Source: an optimization exercise on an open RTL-to-GDS flow (aim: small area, a short achievable clock period and few clock cycles per item). Production flows keep margins and buffers that such runs may drop.
Function was checked by simulation only, so behaviour that the tests miss may differ from the original.

`flow/run.sh`:
```
#!/bin/bash
# Layout flow: the standard flow (standard.sh) with three changes.
#  1. Synthesis maps the logic with flow/abc.script (area-oriented ABC
#     mapping) in place of ORFS's abc_speed.script: the run uses a copy of
#     ORFS's scripts folder that differs only in that file.
#  2. Yosys's synth runs with -noabc (it still skips fsm and share), so the
#     full-adder extraction sees the adders as written rather than after a
#     generic ABC pass, which leaves inverters around the adder cells.
#  3. The port buffers are buf_2 cells instead of ORFS's default delay
#     buffers.
# Registers, their names and cells are those of the standard synthesis.
set -euo pipefail
here=$(pwd)
cp -r "$FLOW_HOME/scripts" "$here/scripts"
cp "$here/flow/abc.script" "$here/scripts/abc_speed.script"
sed '1s/-noshare {\*}\$args/-noshare -noabc {*}$args/' synth_recipe.tcl > "$here/synth_noabc.tcl"
grep -q -- '-noabc' "$here/synth_noabc.tcl"
args=(SCRIPTS_DIR="$here/scripts" SYNTH_SCRIPT="$here/synth_noabc.tcl"
      BUFFER_PORTS_ARGS="-buffer_cell sky130_fd_sc_hd__buf_2")
bash standard.sh "${args[@]}" synth > synth.log 2>&1
bash standard.sh "${args[@]}" finish > layout.log 2>&1
```
`flow/abc.script`:
```
strash
&get -n
&fraig -x
&put
scorr
dc2
dretime
strash
&get -n
&dch -f
&nf -R 1000
&put
```
`standard.sh`:
```
#!/bin/bash
# synth_recipe.tcl (not shown) runs the flow's synth.tcl, then flattens the netlist and writes it again
# the make line also repeats each setting of config.mk as NAME=value (left out here)
make -C /OpenROAD-flow-scripts/flow DESIGN_CONFIG=/design/flow/config.mk WORK_HOME=/design/flow/orfs CLKGATE_MAP_FILE= SYNTH_SCRIPT=/design/flow/synth_recipe.tcl "${@:-finish}"
```
`config.mk`:
```
export PLATFORM = sky130hd
export DESIGN_NAME = cksum
export DESIGN_NICKNAME = cksum
export VERILOG_FILES = /design/flow/design.v
export SDC_FILE = /design/flow/constraint.sdc
export NUM_CORES = 4
export LEC_CHECK = 0
export CAP_MARGIN = 20
export CORE_MARGIN = 2
export CORE_UTILIZATION = 40
export SLEW_MARGIN = 20
```
`constraint.sdc`:
```
create_clock -name core_clock -period 38.0 [get_ports {clk}]
set_input_delay 7.6000 -clock core_clock [delete_from_list [all_inputs] [get_ports {clk}]]
set_output_delay 7.6000 -clock core_clock [all_outputs]
set_load 0.01 [all_outputs]
```
`design.v`:
```
module cksum (
    input  wire        clk,
    input  wire        rst,
    input  wire        in_valid,
    output wire        in_ready,
    input  wire        first,
    input  wire        last,
    input  wire [3:0]  nbytes,
    input  wire [63:0] data,
    output reg         out_valid,
    output wire [31:0] crc,
    output wire [15:0] fl
);
    assign in_ready = 1'b1;
    reg        f_r, l_r;
    reg [7:0]  t_r;
    reg [63:0] d_r;
    reg [7:0]  t_d;
    integer i;
    always @(*)
        for (i = 0; i < 8; i = i + 1)
            t_d[i] = in_valid & (nbytes > i);
    always @(posedge clk) begin
        f_r <= in_valid & first;
        l_r <= in_valid & last & ~rst;
        t_r <= t_d;
        for (i = 0; i < 8; i = i + 1)
            d_r[8*i +: 8] <= t_d[i] ? data[8*i +: 8] : 8'd0;
    end
    wire [8:0] n_eq = {t_r, 1'b1} & ~{1'b0, t_r};
    wire [3:0] n_r  = {t_r[7],
                       t_r[3] & ~t_r[7],
                       n_eq[2] | n_eq[3] | n_eq[6] | n_eq[7],
                       n_eq[1] | n_eq[3] | n_eq[5] | n_eq[7]};
    function [7:0] add255(input [7:0] x, input [7:0] y);
        reg [7:0] g, p, gg, pp, g2, p2;
        integer k, s;
        begin
            g = x & y;
            p = x ^ y;
            gg = g; pp = p;
            for (s = 1; s < 8; s = s * 2) begin
                for (k = 0; k < 8; k = k + 1) begin
                    g2[k] = gg[k] | (pp[k] & gg[(k + 8 - s) % 8]);
                    p2[k] = pp[k] & pp[(k + 8 - s) % 8];
                end
                gg = g2; pp = p2;
            end
            add255 = p ^ {gg[6:0], gg[7]};
        end
    endfunction
    function [7:0] add255z(input [7:0] x, input [7:0] y);
        reg [7:0] g, p, gg, pp, g2, p2;
        integer k, s;
        begin
            g = x & y;
            p = x ^ y;
            gg = g; pp = p;
            for (s = 1; s < 8; s = s * 2) begin
                for (k = 0; k < 8; k = k + 1) begin
                    g2[k] = gg[k] | (pp[k] & gg[(k + 8 - s) % 8]);
                    p2[k] = pp[k] & pp[(k + 8 - s) % 8];
                end
                gg = g2; pp = p2;
            end
            add255z = p ^ ({gg[6:0], gg[7]} | {8{&p}});
        end
    endfunction
    function [7:0] rotl(input [7:0] x, input integer k);
        rotl = (x << k) | (x >> (8 - k));
    endfunction
    reg [31:0] c_q;
    reg [7:0]  a_q, b_q;      
    assign crc = c_q;
    assign fl  = {b_q, a_q};
    wire [31:0] c_s = f_r ? 32'd0 : c_q;
    wire [63:0] c_e = d_r ^ {32'd0, c_s};
    reg  [63:0] w;
    integer p, j;
    always @(*) begin
        w = 64'd0;
        for (p = 0; p < 8; p = p + 1)
            for (j = 0; j <= p; j = j + 1)
                if (n_eq[8 - p + j])
                    w[8*p +: 8] = c_e[8*j +: 8];
    end
    wire [31:0] c_o = ({32{n_eq[0]}} & c_s)
                    | ({32{n_eq[1]}} & {8'd0, c_s[31:8]})
                    | ({32{n_eq[2]}} & {16'd0, c_s[31:16]})
                    | ({32{n_eq[3]}} & {24'd0, c_s[31:24]});
    wire [31:0] mw;
    wire [31:0] c_n = mw ^ c_o;
    wire [148:0] cx;
    assign cx[0] = w[3] ^ w[13];
    assign cx[1] = w[4] ^ w[39];
    assign cx[2] = w[11] ^ w[12];
    assign cx[3] = w[5] ^ w[32];
    assign cx[4] = w[6] ^ w[16];
    assign cx[5] = w[7] ^ w[36];
    assign cx[6] = w[8] ^ w[37];
    assign cx[7] = w[9] ^ w[38];
    assign cx[8] = w[10] ^ w[56];
    assign cx[9] = w[19] ^ w[34];
    assign cx[10] = w[27] ^ w[54];
    assign cx[11] = w[30] ^ w[55];
    assign cx[12] = w[47] ^ cx[0];
    assign cx[13] = w[0] ^ w[35];
    assign cx[14] = w[1] ^ w[14];
    assign cx[15] = w[2] ^ w[15];
    assign cx[16] = w[31] ^ w[61];
    assign cx[17] = w[17] ^ w[63];
    assign cx[18] = w[20] ^ w[40];
    assign cx[19] = w[21] ^ w[41];
    assign cx[20] = w[22] ^ w[42];
    assign cx[21] = w[23] ^ w[43];
    assign cx[22] = w[24] ^ w[44];
    assign cx[23] = w[25] ^ w[45];
    assign cx[24] = w[26] ^ w[46];
    assign cx[25] = w[48] ^ w[60];
    assign cx[26] = w[49] ^ cx[3];
    assign cx[27] = w[50] ^ w[57];
    assign cx[28] = w[51] ^ w[59];
    assign cx[29] = w[33] ^ w[58];
    assign cx[30] = w[62] ^ cx[5];
    assign cx[31] = cx[2] ^ cx[19];
    assign cx[32] = w[13] ^ cx[1];
    assign cx[33] = w[18] ^ w[29];
    assign cx[34] = w[28] ^ cx[24];
    assign cx[35] = w[52] ^ cx[9];
    assign cx[36] = w[63] ^ cx[6];
    assign cx[37] = cx[10] ^ cx[26];
    assign cx[38] = cx[11] ^ cx[25];
    assign cx[39] = w[5] ^ cx[18];
    assign cx[40] = w[12] ^ cx[21];
    assign cx[41] = w[15] ^ cx[4];
    assign cx[42] = w[35] ^ cx[7];
    assign cx[43] = w[53] ^ cx[8];
    assign cx[44] = w[3] ^ w[11];
    assign cx[45] = w[8] ^ w[62];
    assign cx[46] = w[9] ^ cx[17];
    assign cx[47] = w[16] ^ w[25];
    assign cx[48] = w[19] ^ cx[1];
    assign cx[49] = w[21] ^ cx[22];
    assign cx[50] = w[22] ^ cx[23];
    assign cx[51] = w[24] ^ cx[16];
    assign cx[52] = w[28] ^ w[34];
    assign cx[53] = w[32] ^ cx[14];
    assign cx[54] = w[33] ^ cx[15];
    assign cx[55] = w[39] ^ w[58];
    assign cx[56] = w[60] ^ cx[13];
    assign cx[57] = w[61] ^ cx[20];
    assign cx[58] = cx[36] ^ cx[37];
    assign cx[59] = w[1] ^ cx[31];
    assign cx[60] = w[2] ^ w[10];
    assign cx[61] = w[4] ^ w[23];
    assign cx[62] = w[6] ^ cx[14];
    assign cx[63] = w[7] ^ w[44];
    assign cx[64] = w[14] ^ cx[27];
    assign cx[65] = w[17] ^ w[37];
    assign cx[66] = w[18] ^ w[38];
    assign cx[67] = w[20] ^ cx[40];
    assign cx[68] = w[26] ^ cx[33];
    assign cx[69] = w[29] ^ cx[10];
    assign cx[70] = w[31] ^ w[52];
    assign cx[71] = w[34] ^ cx[55];
    assign cx[72] = w[36] ^ cx[4];
    assign cx[73] = w[41] ^ cx[29];
    assign cx[74] = w[45] ^ w[54];
    assign cx[75] = w[46] ^ cx[2];
    assign cx[76] = w[47] ^ cx[58];
    assign cx[77] = w[49] ^ w[59];
    assign cx[78] = w[51] ^ cx[13];
    assign cx[79] = w[53] ^ cx[4];
    assign cx[80] = w[56] ^ cx[12];
    assign cx[81] = w[57] ^ cx[7];
    assign cx[82] = w[57] ^ cx[22];
    assign cx[83] = cx[8] ^ cx[48];
    assign cx[84] = cx[12] ^ cx[27];
    assign cx[85] = cx[15] ^ cx[35];
    assign cx[86] = cx[16] ^ cx[43];
    assign cx[87] = cx[28] ^ cx[32];
    assign cx[88] = w[0] ^ cx[6];
    assign cx[89] = w[0] ^ cx[87];
    assign cx[90] = w[2] ^ cx[32];
    assign cx[91] = w[4] ^ w[43];
    assign cx[92] = w[6] ^ w[62];
    assign cx[93] = w[7] ^ w[55];
    assign cx[94] = w[8] ^ w[42];
    assign cx[95] = w[9] ^ cx[38];
    assign cx[96] = w[11] ^ w[30];
    assign cx[97] = w[12] ^ cx[17];
    assign cx[98] = w[17] ^ cx[35];
    assign cx[99] = w[18] ^ cx[30];
    assign cx[100] = w[18] ^ cx[77];
    assign cx[101] = w[19] ^ cx[67];
    assign cx[102] = w[20] ^ cx[45];
    assign cx[103] = w[28] ^ cx[50];
    assign cx[104] = w[29] ^ cx[34];
    assign cx[105] = w[31] ^ w[39];
    assign cx[106] = w[32] ^ cx[46];
    assign cx[107] = w[35] ^ w[40];
    assign cx[108] = w[37] ^ w[50];
    assign cx[109] = w[38] ^ cx[6];
    assign cx[110] = w[40] ^ w[43];
    assign cx[111] = w[41] ^ cx[38];
    assign cx[112] = w[48] ^ cx[29];
    assign cx[113] = w[52] ^ cx[47];
    assign cx[114] = w[53] ^ cx[31];
    assign cx[115] = w[54] ^ cx[3];
    assign cx[116] = w[55] ^ cx[34];
    assign cx[117] = w[56] ^ cx[0];
    assign cx[118] = w[58] ^ cx[49];
    assign cx[119] = w[59] ^ cx[15];
    assign cx[120] = w[60] ^ cx[42];
    assign cx[121] = cx[0] ^ cx[70];
    assign cx[122] = cx[1] ^ cx[52];
    assign cx[123] = cx[2] ^ cx[23];
    assign cx[124] = cx[5] ^ cx[62];
    assign cx[125] = cx[8] ^ cx[39];
    assign cx[126] = cx[9] ^ cx[20];
    assign cx[127] = cx[9] ^ cx[105];
    assign cx[128] = cx[11] ^ cx[18];
    assign cx[129] = cx[12] ^ cx[28];
    assign cx[130] = cx[13] ^ cx[54];
    assign cx[131] = cx[14] ^ cx[30];
    assign cx[132] = cx[21] ^ cx[66];
    assign cx[133] = cx[23] ^ cx[37];
    assign cx[134] = cx[25] ^ cx[42];
    assign cx[135] = cx[26] ^ cx[86];
    assign cx[136] = cx[31] ^ cx[39];
    assign cx[137] = cx[33] ^ cx[56];
    assign cx[138] = cx[41] ^ cx[73];
    assign cx[139] = cx[44] ^ cx[53];
    assign cx[140] = cx[50] ^ cx[82];
    assign cx[141] = cx[51] ^ cx[79];
    assign cx[142] = cx[56] ^ cx[118];
    assign cx[143] = cx[57] ^ cx[81];
    assign cx[144] = cx[59] ^ cx[102];
    assign cx[145] = cx[60] ^ cx[74];
    assign cx[146] = cx[63] ^ cx[85];
    assign cx[147] = cx[80] ^ cx[141];
    assign cx[148] = cx[88] ^ cx[125];
    assign mw[0] = w[10] ^ cx[1] ^ cx[10] ^ cx[42] ^ cx[72] ^ cx[98] ^ cx[112] ^ cx[128] ^ cx[139];
    assign mw[1] = w[31] ^ w[55] ^ cx[5] ^ cx[43] ^ cx[65] ^ cx[100] ^ cx[122] ^ cx[130] ^ cx[136];
    assign mw[2] = w[40] ^ cx[27] ^ cx[59] ^ cx[72] ^ cx[109] ^ cx[115] ^ cx[117] ^ cx[126] ^ cx[137];
    assign mw[3] = cx[11] ^ cx[65] ^ cx[73] ^ cx[78] ^ cx[90] ^ cx[101] ^ cx[124] ^ cx[143];
    assign mw[4] = w[42] ^ cx[49] ^ cx[71] ^ cx[119] ^ cx[121] ^ cx[131] ^ cx[132] ^ cx[148];
    assign mw[5] = cx[19] ^ cx[36] ^ cx[48] ^ cx[79] ^ cx[110] ^ cx[119] ^ cx[120] ^ cx[139] ^ cx[140];
    assign mw[6] = w[23] ^ w[27] ^ w[35] ^ cx[3] ^ cx[24] ^ cx[57] ^ cx[62] ^ cx[111] ^ cx[123] ^ cx[146];
    assign mw[7] = w[27] ^ w[45] ^ w[49] ^ cx[30] ^ cx[34] ^ cx[67] ^ cx[94] ^ cx[130] ^ cx[147];
    assign mw[8] = w[46] ^ w[48] ^ cx[6] ^ cx[30] ^ cx[46] ^ cx[47] ^ cx[49] ^ cx[52] ^ cx[53] ^ cx[69] ^ cx[84] ^ cx[91];
    assign mw[9] = w[1] ^ w[39] ^ w[44] ^ w[51] ^ cx[18] ^ cx[44] ^ cx[68] ^ cx[72] ^ cx[76] ^ cx[85] ^ cx[103];
    assign mw[10] = w[23] ^ cx[5] ^ cx[53] ^ cx[71] ^ cx[104] ^ cx[108] ^ cx[114] ^ cx[145];
    assign mw[11] = w[24] ^ cx[11] ^ cx[20] ^ cx[54] ^ cx[69] ^ cx[75] ^ cx[107] ^ cx[109] ^ cx[129];
    assign mw[12] = w[14] ^ w[36] ^ cx[7] ^ cx[40] ^ cx[47] ^ cx[70] ^ cx[80] ^ cx[111] ^ cx[122];
    assign mw[13] = w[14] ^ w[15] ^ w[26] ^ w[29] ^ w[42] ^ w[48] ^ cx[32] ^ cx[65] ^ cx[82] ^ cx[107] ^ cx[135];
    assign mw[14] = w[36] ^ w[62] ^ cx[64] ^ cx[66] ^ cx[96] ^ cx[110] ^ cx[133] ^ cx[138];
    assign mw[15] = w[42] ^ cx[28] ^ cx[63] ^ cx[97] ^ cx[108] ^ cx[116] ^ cx[127] ^ cx[138];
    assign mw[16] = w[11] ^ w[43] ^ cx[29] ^ cx[33] ^ cx[74] ^ cx[83] ^ cx[94] ^ cx[95] ^ cx[124] ^ cx[129];
    assign mw[17] = w[14] ^ w[57] ^ cx[16] ^ cx[75] ^ cx[77] ^ cx[91] ^ cx[95] ^ cx[146] ^ cx[148];
    assign mw[18] = w[44] ^ w[45] ^ w[58] ^ cx[41] ^ cx[84] ^ cx[120] ^ cx[135] ^ cx[144];
    assign mw[19] = w[21] ^ cx[4] ^ cx[30] ^ cx[57] ^ cx[64] ^ cx[75] ^ cx[89] ^ cx[106] ^ cx[112] ^ cx[145];
    assign mw[20] = w[22] ^ w[30] ^ w[46] ^ cx[41] ^ cx[76] ^ cx[87] ^ cx[99] ^ cx[101] ^ cx[134];
    assign mw[21] = w[1] ^ w[7] ^ w[50] ^ cx[12] ^ cx[16] ^ cx[52] ^ cx[58] ^ cx[61] ^ cx[96] ^ cx[142];
    assign mw[22] = w[3] ^ w[16] ^ w[30] ^ w[50] ^ cx[2] ^ cx[28] ^ cx[39] ^ cx[45] ^ cx[51] ^ cx[55] ^ cx[60] ^ cx[69] ^ cx[98] ^ cx[103];
    assign mw[23] = w[25] ^ cx[28] ^ cx[34] ^ cx[61] ^ cx[92] ^ cx[106] ^ cx[114] ^ cx[121] ^ cx[128] ^ cx[137];
    assign mw[24] = cx[17] ^ cx[20] ^ cx[68] ^ cx[71] ^ cx[93] ^ cx[134] ^ cx[136] ^ cx[147];
    assign mw[25] = w[34] ^ cx[21] ^ cx[29] ^ cx[93] ^ cx[100] ^ cx[113] ^ cx[117] ^ cx[143] ^ cx[144];
    assign mw[26] = w[26] ^ w[59] ^ cx[40] ^ cx[43] ^ cx[45] ^ cx[46] ^ cx[64] ^ cx[90] ^ cx[126] ^ cx[142];
    assign mw[27] = w[33] ^ w[61] ^ cx[3] ^ cx[17] ^ cx[35] ^ cx[38] ^ cx[41] ^ cx[89] ^ cx[132] ^ cx[140];
    assign mw[28] = cx[7] ^ cx[22] ^ cx[24] ^ cx[38] ^ cx[44] ^ cx[61] ^ cx[86] ^ cx[99] ^ cx[133];
    assign mw[29] = w[33] ^ cx[27] ^ cx[51] ^ cx[76] ^ cx[83] ^ cx[92] ^ cx[116] ^ cx[123];
    assign mw[30] = w[5] ^ w[30] ^ w[54] ^ cx[78] ^ cx[83] ^ cx[84] ^ cx[97] ^ cx[104] ^ cx[113] ^ cx[131];
    assign mw[31] = w[10] ^ w[16] ^ w[53] ^ cx[12] ^ cx[36] ^ cx[54] ^ cx[68] ^ cx[78] ^ cx[81] ^ cx[115] ^ cx[127];
    wire [7:0] s1x, s1y;
    wire [7:0] a_n = add255(s1x, s1y);
    wire [7:0] a_in = f_r ? 8'hFF : a_q;
    wire [7:0] b_in = f_r ? 8'hFF : b_q;
    wire [7:0] dm0 = d_r[ 7: 0];
    wire [7:0] dm1 = d_r[15: 8];
    wire [7:0] dm2 = d_r[23:16];
    wire [7:0] dm3 = d_r[31:24];
    wire [7:0] dm4 = d_r[39:32];
    wire [7:0] dm5 = d_r[47:40];
    wire [7:0] dm6 = d_r[55:48];
    wire [7:0] dm7 = d_r[63:56];
    wire [7:0] f1_s0 = a_in ^ dm0 ^ dm1;
    wire [7:0] f1_c0 = (a_in & dm0) | (a_in & dm1) | (dm0 & dm1);
    wire [7:0] f1_s1 = dm2 ^ dm3 ^ dm4;
    wire [7:0] f1_c1 = (dm2 & dm3) | (dm2 & dm4) | (dm3 & dm4);
    wire [7:0] f1_s2 = dm5 ^ dm6 ^ dm7;
    wire [7:0] f1_c2 = (dm5 & dm6) | (dm5 & dm7) | (dm6 & dm7);
    wire [7:0] f1_s3 = f1_s0 ^ {f1_c0[6:0], f1_c0[7]} ^ f1_s1;
    wire [7:0] f1_c3 = (f1_s0 & {f1_c0[6:0], f1_c0[7]}) | (f1_s0 & f1_s1) | ({f1_c0[6:0], f1_c0[7]} & f1_s1);
    wire [7:0] f1_s4 = {f1_c1[6:0], f1_c1[7]} ^ f1_s2 ^ {f1_c2[6:0], f1_c2[7]};
    wire [7:0] f1_c4 = ({f1_c1[6:0], f1_c1[7]} & f1_s2) | ({f1_c1[6:0], f1_c1[7]} & {f1_c2[6:0], f1_c2[7]}) | (f1_s2 & {f1_c2[6:0], f1_c2[7]});
    wire [7:0] f1_s5 = f1_s3 ^ {f1_c3[6:0], f1_c3[7]} ^ f1_s4;
    wire [7:0] f1_c5 = (f1_s3 & {f1_c3[6:0], f1_c3[7]}) | (f1_s3 & f1_s4) | ({f1_c3[6:0], f1_c3[7]} & f1_s4);
    wire [7:0] f1_s6 = {f1_c4[6:0], f1_c4[7]} ^ f1_s5 ^ {f1_c5[6:0], f1_c5[7]};
    wire [7:0] f1_c6 = ({f1_c4[6:0], f1_c4[7]} & f1_s5) | ({f1_c4[6:0], f1_c4[7]} & {f1_c5[6:0], f1_c5[7]}) | (f1_s5 & {f1_c5[6:0], f1_c5[7]});
    assign s1x = f1_s6;
    assign s1y = {f1_c6[6:0], f1_c6[7]};
    wire [7:0] f2_s0 = ~b_in ^ rotl(dm1, 0) ^ rotl(dm2, 1);
    wire [7:0] f2_c0 = (~b_in & rotl(dm1, 0)) | (~b_in & rotl(dm2, 1)) | (rotl(dm1, 0) & rotl(dm2, 1));
    wire [7:0] f2_s1 = rotl(dm3, 0) ^ rotl(dm3, 1) ^ rotl(dm4, 2);
    wire [7:0] f2_c1 = (rotl(dm3, 0) & rotl(dm3, 1)) | (rotl(dm3, 0) & rotl(dm4, 2)) | (rotl(dm3, 1) & rotl(dm4, 2));
    wire [7:0] f2_s2 = rotl(dm5, 0) ^ rotl(dm5, 2) ^ rotl(dm6, 1);
    wire [7:0] f2_c2 = (rotl(dm5, 0) & rotl(dm5, 2)) | (rotl(dm5, 0) & rotl(dm6, 1)) | (rotl(dm5, 2) & rotl(dm6, 1));
    wire [7:0] f2_s3 = rotl(dm6, 2) ^ rotl(dm7, 3) ^ ~dm7;
    wire [7:0] f2_c3 = (rotl(dm6, 2) & rotl(dm7, 3)) | (rotl(dm6, 2) & ~dm7) | (rotl(dm7, 3) & ~dm7);
    wire [7:0] f2_s4 = f2_s0 ^ {f2_c0[6:0], f2_c0[7]} ^ f2_s1;
    wire [7:0] f2_c4 = (f2_s0 & {f2_c0[6:0], f2_c0[7]}) | (f2_s0 & f2_s1) | ({f2_c0[6:0], f2_c0[7]} & f2_s1);
    wire [7:0] f2_s5 = {f2_c1[6:0], f2_c1[7]} ^ f2_s2 ^ {f2_c2[6:0], f2_c2[7]};
    wire [7:0] f2_c5 = ({f2_c1[6:0], f2_c1[7]} & f2_s2) | ({f2_c1[6:0], f2_c1[7]} & {f2_c2[6:0], f2_c2[7]}) | (f2_s2 & {f2_c2[6:0], f2_c2[7]});
    wire [7:0] f2_s6 = f2_s3 ^ {f2_c3[6:0], f2_c3[7]} ^ f2_s4;
    wire [7:0] f2_c6 = (f2_s3 & {f2_c3[6:0], f2_c3[7]}) | (f2_s3 & f2_s4) | ({f2_c3[6:0], f2_c3[7]} & f2_s4);
    wire [7:0] f2_s7 = {f2_c4[6:0], f2_c4[7]} ^ f2_s5 ^ {f2_c5[6:0], f2_c5[7]};
    wire [7:0] f2_c7 = ({f2_c4[6:0], f2_c4[7]} & f2_s5) | ({f2_c4[6:0], f2_c4[7]} & {f2_c5[6:0], f2_c5[7]}) | (f2_s5 & {f2_c5[6:0], f2_c5[7]});
    wire [7:0] f2_s8 = f2_s6 ^ {f2_c6[6:0], f2_c6[7]} ^ f2_s7;
    wire [7:0] f2_c8 = (f2_s6 & {f2_c6[6:0], f2_c6[7]}) | (f2_s6 & f2_s7) | ({f2_c6[6:0], f2_c6[7]} & f2_s7);
    wire [7:0] f2_s9 = {f2_c7[6:0], f2_c7[7]} ^ f2_s8 ^ {f2_c8[6:0], f2_c8[7]};
    wire [7:0] f2_c9 = ({f2_c7[6:0], f2_c7[7]} & f2_s8) | ({f2_c7[6:0], f2_c7[7]} & {f2_c8[6:0], f2_c8[7]}) | (f2_s8 & {f2_c8[6:0], f2_c8[7]});
    wire [7:0] f2_s10 = f2_s9 ^ {f2_c9[6:0], f2_c9[7]} ^ ~(n_r[3] ? rotl(a_n, 3) : (n_r[0] ? a_n : 8'd0));
    wire [7:0] f2_c10 = (f2_s9 & {f2_c9[6:0], f2_c9[7]}) | (f2_s9 & ~(n_r[3] ? rotl(a_n, 3) : (n_r[0] ? a_n : 8'd0))) | ({f2_c9[6:0], f2_c9[7]} & ~(n_r[3] ? rotl(a_n, 3) : (n_r[0] ? a_n : 8'd0)));
    wire [7:0] f2_s11 = ~(n_r[1] ? rotl(a_n, 1) : 8'd0) ^ ~(n_r[2] ? rotl(a_n, 2) : 8'd0) ^ f2_s10;
    wire [7:0] f2_c11 = (~(n_r[1] ? rotl(a_n, 1) : 8'd0) & ~(n_r[2] ? rotl(a_n, 2) : 8'd0)) | (~(n_r[1] ? rotl(a_n, 1) : 8'd0) & f2_s10) | (~(n_r[2] ? rotl(a_n, 2) : 8'd0) & f2_s10);
    wire [7:0] f2_s12 = {f2_c10[6:0], f2_c10[7]} ^ f2_s11 ^ {f2_c11[6:0], f2_c11[7]};
    wire [7:0] f2_c12 = ({f2_c10[6:0], f2_c10[7]} & f2_s11) | ({f2_c10[6:0], f2_c10[7]} & {f2_c11[6:0], f2_c11[7]}) | (f2_s11 & {f2_c11[6:0], f2_c11[7]});
    wire [7:0] s2x = f2_s12;
    wire [7:0] s2y = {f2_c12[6:0], f2_c12[7]};
    wire [7:0] b_n = ~add255z(s2x, s2y);
    always @(posedge clk) begin
        if (rst)
            out_valid <= 1'b0;
        else
            out_valid <= l_r;
        c_q <= c_n;
        a_q <= a_n;
        b_q <= b_n;
    end
endmodule
```
==> results of run 1 <==
## per-layer routing
metal | vias up | track usage [%]
met4 | 0 | 12.2
met2 | 701 | 50.2
li1 | 5405 | -
met1 | 6001 | 44.8
met5 | - | 0
met3 | 121 | 5.83
## how the worst max path moves through the flow
stage                    from       to
floorplan           nbytes[1]   t_r[0]
global placement    nbytes[3]  d_r[21]
detailed placement  nbytes[3]  d_r[19]
CTS                 nbytes[3]  d_r[16]
global route        nbytes[3]  d_r[23]
finish              nbytes[3]  d_r[16]
## critical path, delay by kind of cell
family	cells	cell delay, ns
buffers and inverters	1	0.15
AND/OR/NAND/NOR	2	0.64
AO/OA/AOI/OAI	2	0.87
## per-stage QoR
step	worst slack (ns)	area (sq um)	hold slack, ns	utilization [%]	instances
2_1_floorplan	29.18	14200	0.414	-	1505
3_3_place_gp	28.17	15700	0.433	45.1	2121
3_5_place_dp	28.11	15700	0.442	45.1	2121
4_1_cts	28.57	16300	0.457	46.9	2153
5_1_grt	28.94	16300	0.477	46.9	2153
6_report	29.06	16300	0.458	46.9	2153
## cells by family after synthesis
| kind of cell | synth area share, % |
|---|---|
| xor+xnor | 30.6 |
| compound gates | 15.2 |
| simple gates | 9.50 |
| fa+ha+maj | 24.0 |
| flops | 17.4 |
| buf+inv | 3.10 |
| other cells | 0.0265 |
| mux | 0.0795 |
## layout by cell type, fill, tap and decap left out, types with 4 or more instances in the layout
cell type / netlist / layout
nor2b_1: 39 / 35
nand2_1: 45 / 45
clkinv_1: 115 / 115
dfxtp_1: 123 / 122
nor3_1: 4 / 4
o22a_1: 4 / 4
buf_4: 1 / 41
nand2b_1: 38 / 38
o21ai_0: 78 / 76
buf_2: 0 / 121
a22o_1: 7 / 7
and3_1: 10 / 10
a211oi_1: 23 / 22
xnor2_1: 358 / 358
o211ai_1: 7 / 7
nor2_1: 57 / 57
o221ai_1: 5 / 5
o22ai_1: 37 / 37
fa_1: 160 / 160
a22oi_1: 18 / 18
a21oi_1: 92 / 91
nor2b_2: 0 / 4
and2_0: 44 / 44
ha_1: 16 / 16
a41oi_1: 5 / 5
xor2_1: 137 / 137
clkbuf_16: 0 / 17
a221o_1: 5 / 5
a221oi_1: 45 / 44
or2_0: 16 / 16
inv_8: 0 / 5
## final cells by class
class	instances	share of cell area [%]
well taps	455	3.50
clock inverters	15	1.11
multi-input cells	1266	69.4
clock buffers	17	2.61
inverters	115	2.65
repair buffers	162	5.61
flip-flops and latches	123	15.1
## flip-flops by register name, indices dropped and copies added, names as in the netlist
signal and flops:
d_r 64, c_q 32, f_r 1, t_r 8
a_q 8, b_q 8, out_valid 1, l_r 1
==> impl_results.md, run 1 <==
* Top post-synthesis cells by area: fa_1 (23%), xnor2_1 (22%), dfxtp_1 (17%)
* Required time worst endpoint at roughly 38 ns
* Vias/cell at between 5 and 6
* Final setup fails at 0
* CTS tree: done
* Count leader, synth: xnor2_1
* Worst-path cell chain: buf_2 > o21a_1 > a21oi_2 > nor2_1 > and2_0
* Fin Setup TNS at 0 ns
* Vias at ~12000
* Clock Latency Late Sink at 0.46 ns
* Synth Warn # at 1
* Largest net degree at the start of global routing at 68
* Cell taking the most area after synthesis: fa_1
* DR WL met2 at 25700 um
* Number of cell rows at about 70
* Multi-input logic area at around 11000 sq um
* Layout cell share with drive strength beyond 1 at 12.1%
* Max clock buf depth at 2
* Status: complete, no violations
* Period utilization at 23.5%
* Initial Util at 40.8%
* Top Ports at 123
* Synth Flop Type: dfxtp_1
* Worst path slowest cell: a21oi_2
* Top cell type's share of synthesized area at a little under a quarter
* Hold Path Class: flop to flop
* Post-synthesis register bit count at about 120
* Max Fclk at about 110 MHz
* Synthesized Nets at ~1800
* RSZ-0062 raised after global routing: no
* Filler instances at approximately 3400
* Setup bufs post-CTS at 0
* Number of buffers created by CTS at 17
* GRT Total Usage at between 30% and 40%
* Cts hold-fix bufs at 0
* Fin crit period at between 8 and 9 ns
* IO buf count at ~120
* Area Growth Syn to Fin at 15.0%
* CTS resizes at 0
* Slew Viols, Final at 0
* Die Y at about 190 um
* Post-synth ARST share at 0%
* CTS H-tree lvls at 4
* Area of the die at approximately 37000 sq um
* RR Endpoint: b_q[7]
* CP startpoint kind: input pin
* Sink of the worst hold path: out_valid
* Worst-margin pin slew at around 1.1 ns
* Rel. slew slack at between 20% and 30%
* Cells after Synth at ~1500
* RePlAce Congestion at roughly 0.99
* Antenna violations before repair at 0
* Synth cell types at 37
* Hold Violations, Final at 0
* CORE AREA at about 35000 sq um
* Nets at 1934
* Detail-routed net length per standard cell at 26.8 um
* Metal3 WL at ~5000 um
* Max incr delay on CP at ~0.56 ns
* M1 WL at ~24000 um
* Commonest cells post-synth: xnor2_1 (358), fa_1 (160), xor2_1 (137), dfxtp_1 (123), clkinv_1 (115)
* Clk slew on worst S/H paths at roughly 0.060 ns
* Clock root buffer: clkbuf_16
* Crit path DAT at between 9 and 10 ns
* GRT overflow at 0
* Clock Sinks at roughly 120
* Max Used Layer: met4
* Hold depth at 1
* Initial drt markers at 1485
* Critical path class: input pin to flop
* Vias in the first global route at between 10000 and 15000
* Detail Route Antenna Nets at 0
* Sequential element share of the synthesized area at around 17%
* Cells on worst reg2reg path at 22
* Avg Inst Size Synth at approximately 9.4 sq um
* Post-DP HPWL at around 48000 um
* Diodes inserted at 0
* Startpoint of the worst register-to-register path: f_r
* Hold Startpoint: l_r
* FF-to-FF setup slack at between 20 and 30 ns
* Detailed Route WL at just under 60000 um
* Global-route wire length before repair at approximately 84000 um
* Router iterations before antenna repair at 6
* Clock skew at roughly 0.017 ns
* Residual DRC at 0
* Post-synth EDFFs at 0
* Crit. End Element: flop
* Maximum fanout along the worst path at 12
* Max_cap viols at 0
* Register area at roughly 2500 sq um
* Mapped cell area at around 14000 sq um
* DIE WIDTH at between 150 and 200 um
Testbench counts, summed over its fixed seeds: cycles 52,989, bytes 403,081.
==> inputs of run 2 (changes only) <==
--- a/design.v
+++ b/design.v
@@ -51,19 +51,2 @@
     endfunction
-    function [7:0] add255z(input [7:0] x, input [7:0] y);
-        reg [7:0] g, p, gg, pp, g2, p2;
-        integer k, s;
-        begin
-            g = x & y;
-            p = x ^ y;
-            gg = g; pp = p;
-            for (s = 1; s < 8; s = s * 2) begin
-                for (k = 0; k < 8; k = k + 1) begin
-                    g2[k] = gg[k] | (pp[k] & gg[(k + 8 - s) % 8]);
-                    p2[k] = pp[k] & pp[(k + 8 - s) % 8];
-                end
-                gg = g2; pp = p2;
-            end
-            add255z = p ^ ({gg[6:0], gg[7]} | {8{&p}});
-        end
-    endfunction
     function [7:0] rotl(input [7:0] x, input integer k);
@@ -274,4 +257,5 @@
     assign mw[31] = w[10] ^ w[16] ^ w[53] ^ cx[12] ^ cx[36] ^ cx[54] ^ cx[68] ^ cx[78] ^ cx[81] ^ cx[115] ^ cx[127];
-    wire [7:0] s1x, s1y;
+    wire [7:0] s1x, s1y, spx, spy;
     wire [7:0] a_n = add255(s1x, s1y);
+    wire [7:0] q_n = ~add255(spx, spy);
     wire [7:0] a_in = f_r ? 8'hFF : a_q;
@@ -302,31 +286,31 @@
     assign s1y = {f1_c6[6:0], f1_c6[7]};
-    wire [7:0] f2_s0 = ~b_in ^ rotl(dm1, 0) ^ rotl(dm2, 1);
-    wire [7:0] f2_c0 = (~b_in & rotl(dm1, 0)) | (~b_in & rotl(dm2, 1)) | (rotl(dm1, 0) & rotl(dm2, 1));
-    wire [7:0] f2_s1 = rotl(dm3, 0) ^ rotl(dm3, 1) ^ rotl(dm4, 2);
-    wire [7:0] f2_c1 = (rotl(dm3, 0) & rotl(dm3, 1)) | (rotl(dm3, 0) & rotl(dm4, 2)) | (rotl(dm3, 1) & rotl(dm4, 2));
-    wire [7:0] f2_s2 = rotl(dm5, 0) ^ rotl(dm5, 2) ^ rotl(dm6, 1);
-    wire [7:0] f2_c2 = (rotl(dm5, 0) & rotl(dm5, 2)) | (rotl(dm5, 0) & rotl(dm6, 1)) | (rotl(dm5, 2) & rotl(dm6, 1));
-    wire [7:0] f2_s3 = rotl(dm6, 2) ^ rotl(dm7, 3) ^ ~dm7;
-    wire [7:0] f2_c3 = (rotl(dm6, 2) & rotl(dm7, 3)) | (rotl(dm6, 2) & ~dm7) | (rotl(dm7, 3) & ~dm7);
-    wire [7:0] f2_s4 = f2_s0 ^ {f2_c0[6:0], f2_c0[7]} ^ f2_s1;
-    wire [7:0] f2_c4 = (f2_s0 & {f2_c0[6:0], f2_c0[7]}) | (f2_s0 & f2_s1) | ({f2_c0[6:0], f2_c0[7]} & f2_s1);
-    wire [7:0] f2_s5 = {f2_c1[6:0], f2_c1[7]} ^ f2_s2 ^ {f2_c2[6:0], f2_c2[7]};
-    wire [7:0] f2_c5 = ({f2_c1[6:0], f2_c1[7]} & f2_s2) | ({f2_c1[6:0], f2_c1[7]} & {f2_c2[6:0], f2_c2[7]}) | (f2_s2 & {f2_c2[6:0], f2_c2[7]});
-    wire [7:0] f2_s6 = f2_s3 ^ {f2_c3[6:0], f2_c3[7]} ^ f2_s4;
-    wire [7:0] f2_c6 = (f2_s3 & {f2_c3[6:0], f2_c3[7]}) | (f2_s3 & f2_s4) | ({f2_c3[6:0], f2_c3[7]} & f2_s4);
-    wire [7:0] f2_s7 = {f2_c4[6:0], f2_c4[7]} ^ f2_s5 ^ {f2_c5[6:0], f2_c5[7]};
-    wire [7:0] f2_c7 = ({f2_c4[6:0], f2_c4[7]} & f2_s5) | ({f2_c4[6:0], f2_c4[7]} & {f2_c5[6:0], f2_c5[7]}) | (f2_s5 & {f2_c5[6:0], f2_c5[7]});
-    wire [7:0] f2_s8 = f2_s6 ^ {f2_c6[6:0], f2_c6[7]} ^ f2_s7;
-    wire [7:0] f2_c8 = (f2_s6 & {f2_c6[6:0], f2_c6[7]}) | (f2_s6 & f2_s7) | ({f2_c6[6:0], f2_c6[7]} & f2_s7);
-    wire [7:0] f2_s9 = {f2_c7[6:0], f2_c7[7]} ^ f2_s8 ^ {f2_c8[6:0], f2_c8[7]};
-    wire [7:0] f2_c9 = ({f2_c7[6:0], f2_c7[7]} & f2_s8) | ({f2_c7[6:0], f2_c7[7]} & {f2_c8[6:0], f2_c8[7]}) | (f2_s8 & {f2_c8[6:0], f2_c8[7]});
-    wire [7:0] f2_s10 = f2_s9 ^ {f2_c9[6:0], f2_c9[7]} ^ ~(n_r[3] ? rotl(a_n, 3) : (n_r[0] ? a_n : 8'd0));
-    wire [7:0] f2_c10 = (f2_s9 & {f2_c9[6:0], f2_c9[7]}) | (f2_s9 & ~(n_r[3] ? rotl(a_n, 3) : (n_r[0] ? a_n : 8'd0))) | ({f2_c9[6:0], f2_c9[7]} & ~(n_r[3] ? rotl(a_n, 3) : (n_r[0] ? a_n : 8'd0)));
-    wire [7:0] f2_s11 = ~(n_r[1] ? rotl(a_n, 1) : 8'd0) ^ ~(n_r[2] ? rotl(a_n, 2) : 8'd0) ^ f2_s10;
-    wire [7:0] f2_c11 = (~(n_r[1] ? rotl(a_n, 1) : 8'd0) & ~(n_r[2] ? rotl(a_n, 2) : 8'd0)) | (~(n_r[1] ? rotl(a_n, 1) : 8'd0) & f2_s10) | (~(n_r[2] ? rotl(a_n, 2) : 8'd0) & f2_s10);
-    wire [7:0] f2_s12 = {f2_c10[6:0], f2_c10[7]} ^ f2_s11 ^ {f2_c11[6:0], f2_c11[7]};
-    wire [7:0] f2_c12 = ({f2_c10[6:0], f2_c10[7]} & f2_s11) | ({f2_c10[6:0], f2_c10[7]} & {f2_c11[6:0], f2_c11[7]}) | (f2_s11 & {f2_c11[6:0], f2_c11[7]});
-    wire [7:0] s2x = f2_s12;
-    wire [7:0] s2y = {f2_c12[6:0], f2_c12[7]};
-    wire [7:0] b_n = ~add255z(s2x, s2y);
+    wire [7:0] fp_s0 = rotl(dm1, 0) ^ rotl(dm2, 1) ^ rotl(dm3, 0);
+    wire [7:0] fp_c0 = (rotl(dm1, 0) & rotl(dm2, 1)) | (rotl(dm1, 0) & rotl(dm3, 0)) | (rotl(dm2, 1) & rotl(dm3, 0));
+    wire [7:0] fp_s1 = rotl(dm3, 1) ^ rotl(dm4, 2) ^ rotl(dm5, 0);
+    wire [7:0] fp_c1 = (rotl(dm3, 1) & rotl(dm4, 2)) | (rotl(dm3, 1) & rotl(dm5, 0)) | (rotl(dm4, 2) & rotl(dm5, 0));
+    wire [7:0] fp_s2 = rotl(dm5, 2) ^ rotl(dm6, 1) ^ rotl(dm6, 2);
+    wire [7:0] fp_c2 = (rotl(dm5, 2) & rotl(dm6, 1)) | (rotl(dm5, 2) & rotl(dm6, 2)) | (rotl(dm6, 1) & rotl(dm6, 2));
+    wire [7:0] fp_s3 = rotl(dm7, 3) ^ fp_s0 ^ {fp_c0[6:0], fp_c0[7]};
+    wire [7:0] fp_c3 = (rotl(dm7, 3) & fp_s0) | (rotl(dm7, 3) & {fp_c0[6:0], fp_c0[7]}) | (fp_s0 & {fp_c0[6:0], fp_c0[7]});
+    wire [7:0] fp_s4 = fp_s1 ^ {fp_c1[6:0], fp_c1[7]} ^ fp_s2;
+    wire [7:0] fp_c4 = (fp_s1 & {fp_c1[6:0], fp_c1[7]}) | (fp_s1 & fp_s2) | ({fp_c1[6:0], fp_c1[7]} & fp_s2);
+    wire [7:0] fp_s5 = {fp_c2[6:0], fp_c2[7]} ^ fp_s3 ^ {fp_c3[6:0], fp_c3[7]};
+    wire [7:0] fp_c5 = ({fp_c2[6:0], fp_c2[7]} & fp_s3) | ({fp_c2[6:0], fp_c2[7]} & {fp_c3[6:0], fp_c3[7]}) | (fp_s3 & {fp_c3[6:0], fp_c3[7]});
+    wire [7:0] fp_s6 = fp_s4 ^ {fp_c4[6:0], fp_c4[7]} ^ fp_s5;
+    wire [7:0] fp_c6 = (fp_s4 & {fp_c4[6:0], fp_c4[7]}) | (fp_s4 & fp_s5) | ({fp_c4[6:0], fp_c4[7]} & fp_s5);
+    wire [7:0] fp_s7 = {fp_c5[6:0], fp_c5[7]} ^ fp_s6 ^ {fp_c6[6:0], fp_c6[7]};
+    wire [7:0] fp_c7 = ({fp_c5[6:0], fp_c5[7]} & fp_s6) | ({fp_c5[6:0], fp_c5[7]} & {fp_c6[6:0], fp_c6[7]}) | (fp_s6 & {fp_c6[6:0], fp_c6[7]});
+    assign spx = fp_s7;
+    assign spy = {fp_c7[6:0], fp_c7[7]};
+    wire [7:0] f2_s0 = b_in ^ dm7 ^ (n_r[3] ? rotl(a_n, 3) : (n_r[0] ? a_n : 8'd0));
+    wire [7:0] f2_c0 = (b_in & dm7) | (b_in & (n_r[3] ? rotl(a_n, 3) : (n_r[0] ? a_n : 8'd0))) | (dm7 & (n_r[3] ? rotl(a_n, 3) : (n_r[0] ? a_n : 8'd0)));
+    wire [7:0] f2_s1 = (n_r[1] ? rotl(a_n, 1) : 8'd0) ^ (n_r[2] ? rotl(a_n, 2) : 8'd0) ^ q_n;
+    wire [7:0] f2_c1 = ((n_r[1] ? rotl(a_n, 1) : 8'd0) & (n_r[2] ? rotl(a_n, 2) : 8'd0)) | ((n_r[1] ? rotl(a_n, 1) : 8'd0) & q_n) | ((n_r[2] ? rotl(a_n, 2) : 8'd0) & q_n);
+    wire [7:0] f2_s2 = f2_s0 ^ {f2_c0[6:0], f2_c0[7]} ^ f2_s1;
+    wire [7:0] f2_c2 = (f2_s0 & {f2_c0[6:0], f2_c0[7]}) | (f2_s0 & f2_s1) | ({f2_c0[6:0], f2_c0[7]} & f2_s1);
+    wire [7:0] f2_s3 = {f2_c1[6:0], f2_c1[7]} ^ f2_s2 ^ {f2_c2[6:0], f2_c2[7]};
+    wire [7:0] f2_c3 = ({f2_c1[6:0], f2_c1[7]} & f2_s2) | ({f2_c1[6:0], f2_c1[7]} & {f2_c2[6:0], f2_c2[7]}) | (f2_s2 & {f2_c2[6:0], f2_c2[7]});
+    wire [7:0] s2x = f2_s3;
+    wire [7:0] s2y = {f2_c3[6:0], f2_c3[7]};
+    wire [7:0] b_n = add255(s2x, s2y);
     always @(posedge clk) begin
==> run 2 against run 1 <==
- routed wire length increased by 1.5%
- fmax decreased by 13%
- cell area decreased by 1.6%
- synthesized cell count decreased by 3.1%
- count of clock-buffer cells in the layout increased by 2
- core utilization decreased by 0.42 points
- sequential share of layout area increased by 0.25 points
- sequential cell count unchanged
==> impl_results.md, run 2 <==
* Max reg flops at 64
* Final setup fails at 0
* Synth Flop Type: dfxtp_1
* Post-synth ARST share at 0%
* Clock root buffer: clkbuf_16
* Initial Util at between 40% and 50%
* Crit. End Element: flop
* Fin Setup TNS at 0 ns
* Startpoint of the worst register-to-register path: f_r
* Synth cell types at 33
* Commonest cells post-synth: xnor2_1 (343), xor2_1 (163), fa_1 (152), dfxtp_1 (123), a21oi_1 (117)
* CTS tree: done
* Critical path class: input pin to flop
* CP Buf/Inv Count at 3
* Most frequent cells in the layout: xnor2_1 (343), xor2_1 (163), fa_1 (152)
* Mapped cell area at ~14000 sq um
* Detailed Route WL at between 50000 and 60000 um
* Setup bufs post-CTS at 0
* Crit path DAT at roughly 11 ns
* Router iterations before antenna repair at 8
* Antenna violations before repair at 0
* DIE WIDTH at between 150 and 200 um
* Global-route wire length before repair at about 85000 um
* Hold depth at 1
* Cells after Synth at between 1000 and 1500
* Avg Inst Size Synth at 9.57 sq um
* Cts hold-fix bufs at 0
* Top cell type's share of synthesized area at around 22%
* Max incr delay on CP at slightly below 1 ns
* Util after Layout at about 46%
* Vias in the first global route at between 10000 and 15000
* CORE AREA at approximately 34000 sq um
* Max clock buf depth at 2
* Max Fclk at slightly below 100 MHz
* Max_cap viols at 0
* Die Y at roughly 190 um
* Rel. slew slack at between 15 and 20%
* Number of buffers created by CTS at 17
* RePlAce Congestion at 1.03
* Cell taking the most area after synthesis: fa_1
* IO buf count at 121
* Layout cell share with drive strength beyond 1 at 11.6%
* Top post-synthesis cells by area: fa_1 (22%), xnor2_1 (22%), dfxtp_1 (18%)
* Slew Viols, Final at 0
* Clk slew on worst S/H paths at roughly 0.060 ns
* Area Growth Syn to Fin at 14.8%
* Status: complete, no violations
* Worst path slowest cell: a21oi_1
* Worst-margin pin slew at ~1.2 ns
* Clock Latency Late Sink at around 0.46 ns
* CTS resizes at 0
* Sink of the worst hold path: out_valid
* Sequential element share of the synthesized area at between 15 and 20%
* Residual DRC at 0
* RR Endpoint: b_q[2]
* Clock skew at ~0.019 ns
* Required time worst endpoint at roughly 38 ns
* Worst-path cell chain: buf_2 > o21ai_0 > clkinv_1 > a21oi_1 > clkinv_1 > o21a_1 > and2_0
* Fin crit period at 10.32 ns
* FF-to-FF setup slack at 30.08 ns
* Synth Warn # at 1
* Nets at 1878
* Top Ports at roughly 120
* Post-DP HPWL at 47500 um
* Top reg by flops: d_r
* Area of the die at approximately 36000 sq um
* Most common cell after layout, fill and taps aside: xnor2_1
* CP startpoint kind: input pin
* RSZ-0062 raised after global routing: no
* Largest regs: d_r (64), c_q (32)
* Initial drt markers at roughly 1500
* Hold Violations, Final at 0
* Post-synthesis register bit count at 123
* Largest net degree at the start of global routing at between 50 and 60
* Maximum fanout along the worst path at 11
* Worst path most repeated cell: clkinv_1
* Detail Route Antenna Nets at 0
* Count leader, synth: xnor2_1
* Clock Sinks at between 100 and 150
* Hold Startpoint: l_r
* Vias at ~12000
* Detail-routed net length per standard cell at between 20 and 30 um
* Delay-heaviest family, CP: compound AO/OA/AOI/OAI gates
* Post-synth EDFFs at 0
* GRT overflow at 0
* CTS H-tree lvls at 4
* Vias/cell at 5.87
* Period utilization at 27.2%
* Number of cell rows at a little under 70
* Synthesized Nets at 1708
* Hold Path Class: flop to flop
* GRT Total Usage at 32.8%
* Cells on worst reg2reg path at 21
run 2: cell type report:
| type | instances | area (sq um) |
|---|---|---|
| clock buffers | 19 | 453 |
| well taps | 455 | 569 |
| flip-flops and latches | 123 | 2460 |
| repair buffers | 152 | 836 |
| inverters | 17 | 63.8 |
| clock inverters | 12 | 185 |
| fillers | 3340 | 18400 |
| multi-input cells | 1318 | 11400 |
| diodes | 1 | 2.50 |
run 2: metal layers:
| layer | wire, um | part of all wire [%] | GRT usage [%] |
|---|---|---|---|
| met5 | 0 | 0 | 0 |
| met4 | 3440 | 5.9 | 18.1 |
| met3 | 5140 | 8.8 | 7.69 |
| met2 | 25400 | 43 | 49.0 |
| met1 | 24600 | 42 | 43.6 |
run 2: per-stage QoR:
stage / hold WS, ns / area (sq um) / std cells / setup slack, ns
floorplan: 0.414 / 14000 / 1459 / 28.56
global placement: 0.434 / 15400 / 2064 / 27.41
detailed placement: 0.437 / 15400 / 2065 / 27.33
CTS: 0.452 / 16000 / 2096 / 27.78
global route: 0.468 / 16000 / 2096 / 27.52
finish: 0.450 / 16000 / 2097 / 27.68
run 2: kinds of logic after synthesis:
kind of cell    share of synthesized area, %
xor+xnor                                31.8
fa+ha+maj                               24.0
mux                                   0.0807
buf+inv                                0.511
compound gates                          16.5
simple gates                            9.49
other cells                           0.0269
flops                                   17.6
run 2: worst max path at each step:
stage | startpoint | end | slack [ns] | cells after the start
5_1_grt | nbytes[3] | d_r[23] | 27.52 | 7
4_1_cts | nbytes[3] | d_r[23] | 27.78 | 7
6_report | nbytes[3] | d_r[23] | 27.68 | 7
3_3_place_gp | nbytes[3] | d_r[19] | 27.41 | 7
3_5_place_dp | nbytes[3] | d_r[23] | 27.33 | 7
2_1_floorplan | nbytes[2] | d_r[16] | 28.56 | 6
Testbench counts of run 2, summed over its fixed seeds: cycles 52,989, bytes 403,081.

-- afterwards: timing with drivers on the ports --
The results above use ideal ports. As a check the final layouts listed here were re-extracted and re-timed, cells and wires unchanged. Step 1 (the two cells are an assumption about what drives the block):
set clk [get_ports {clk}]
set_driving_cell -lib_cell sky130_fd_sc_hd__clkbuf_16 $clk
set_driving_cell -lib_cell sky130_fd_sc_hd__buf_2 [delete_from_list [all_inputs] $clk]
Step 2 times the ports against the registers' clock, not the clock port: input delays grow and output delays shrink by t, the midpoint of the rising clock arrivals with the driver on. a / b / c = ideal ports / drivers / drivers and shift; a / b = the first two.
run | t, ns | setup slack, ns | worst hold slack (ns) | clock arrival spread, ns | worst data-port slew with drivers (ns)
run 1 | 0.502 | 29.063 / 29.098 / 28.596 | 0.458 / 0.458 / 0.458 | 0.017 / 0.017 | 0.04
run 2 | 0.502 | 27.677 / 27.707 / 27.204 | 0.450 / 0.450 / 0.450 | 0.018 / 0.019 | 0.05
After both steps setup and hold are still met in every run listed. The setup slack of run 2, which loses most, moves by +0.030 ns with the drivers and by -0.473 ns with both steps.
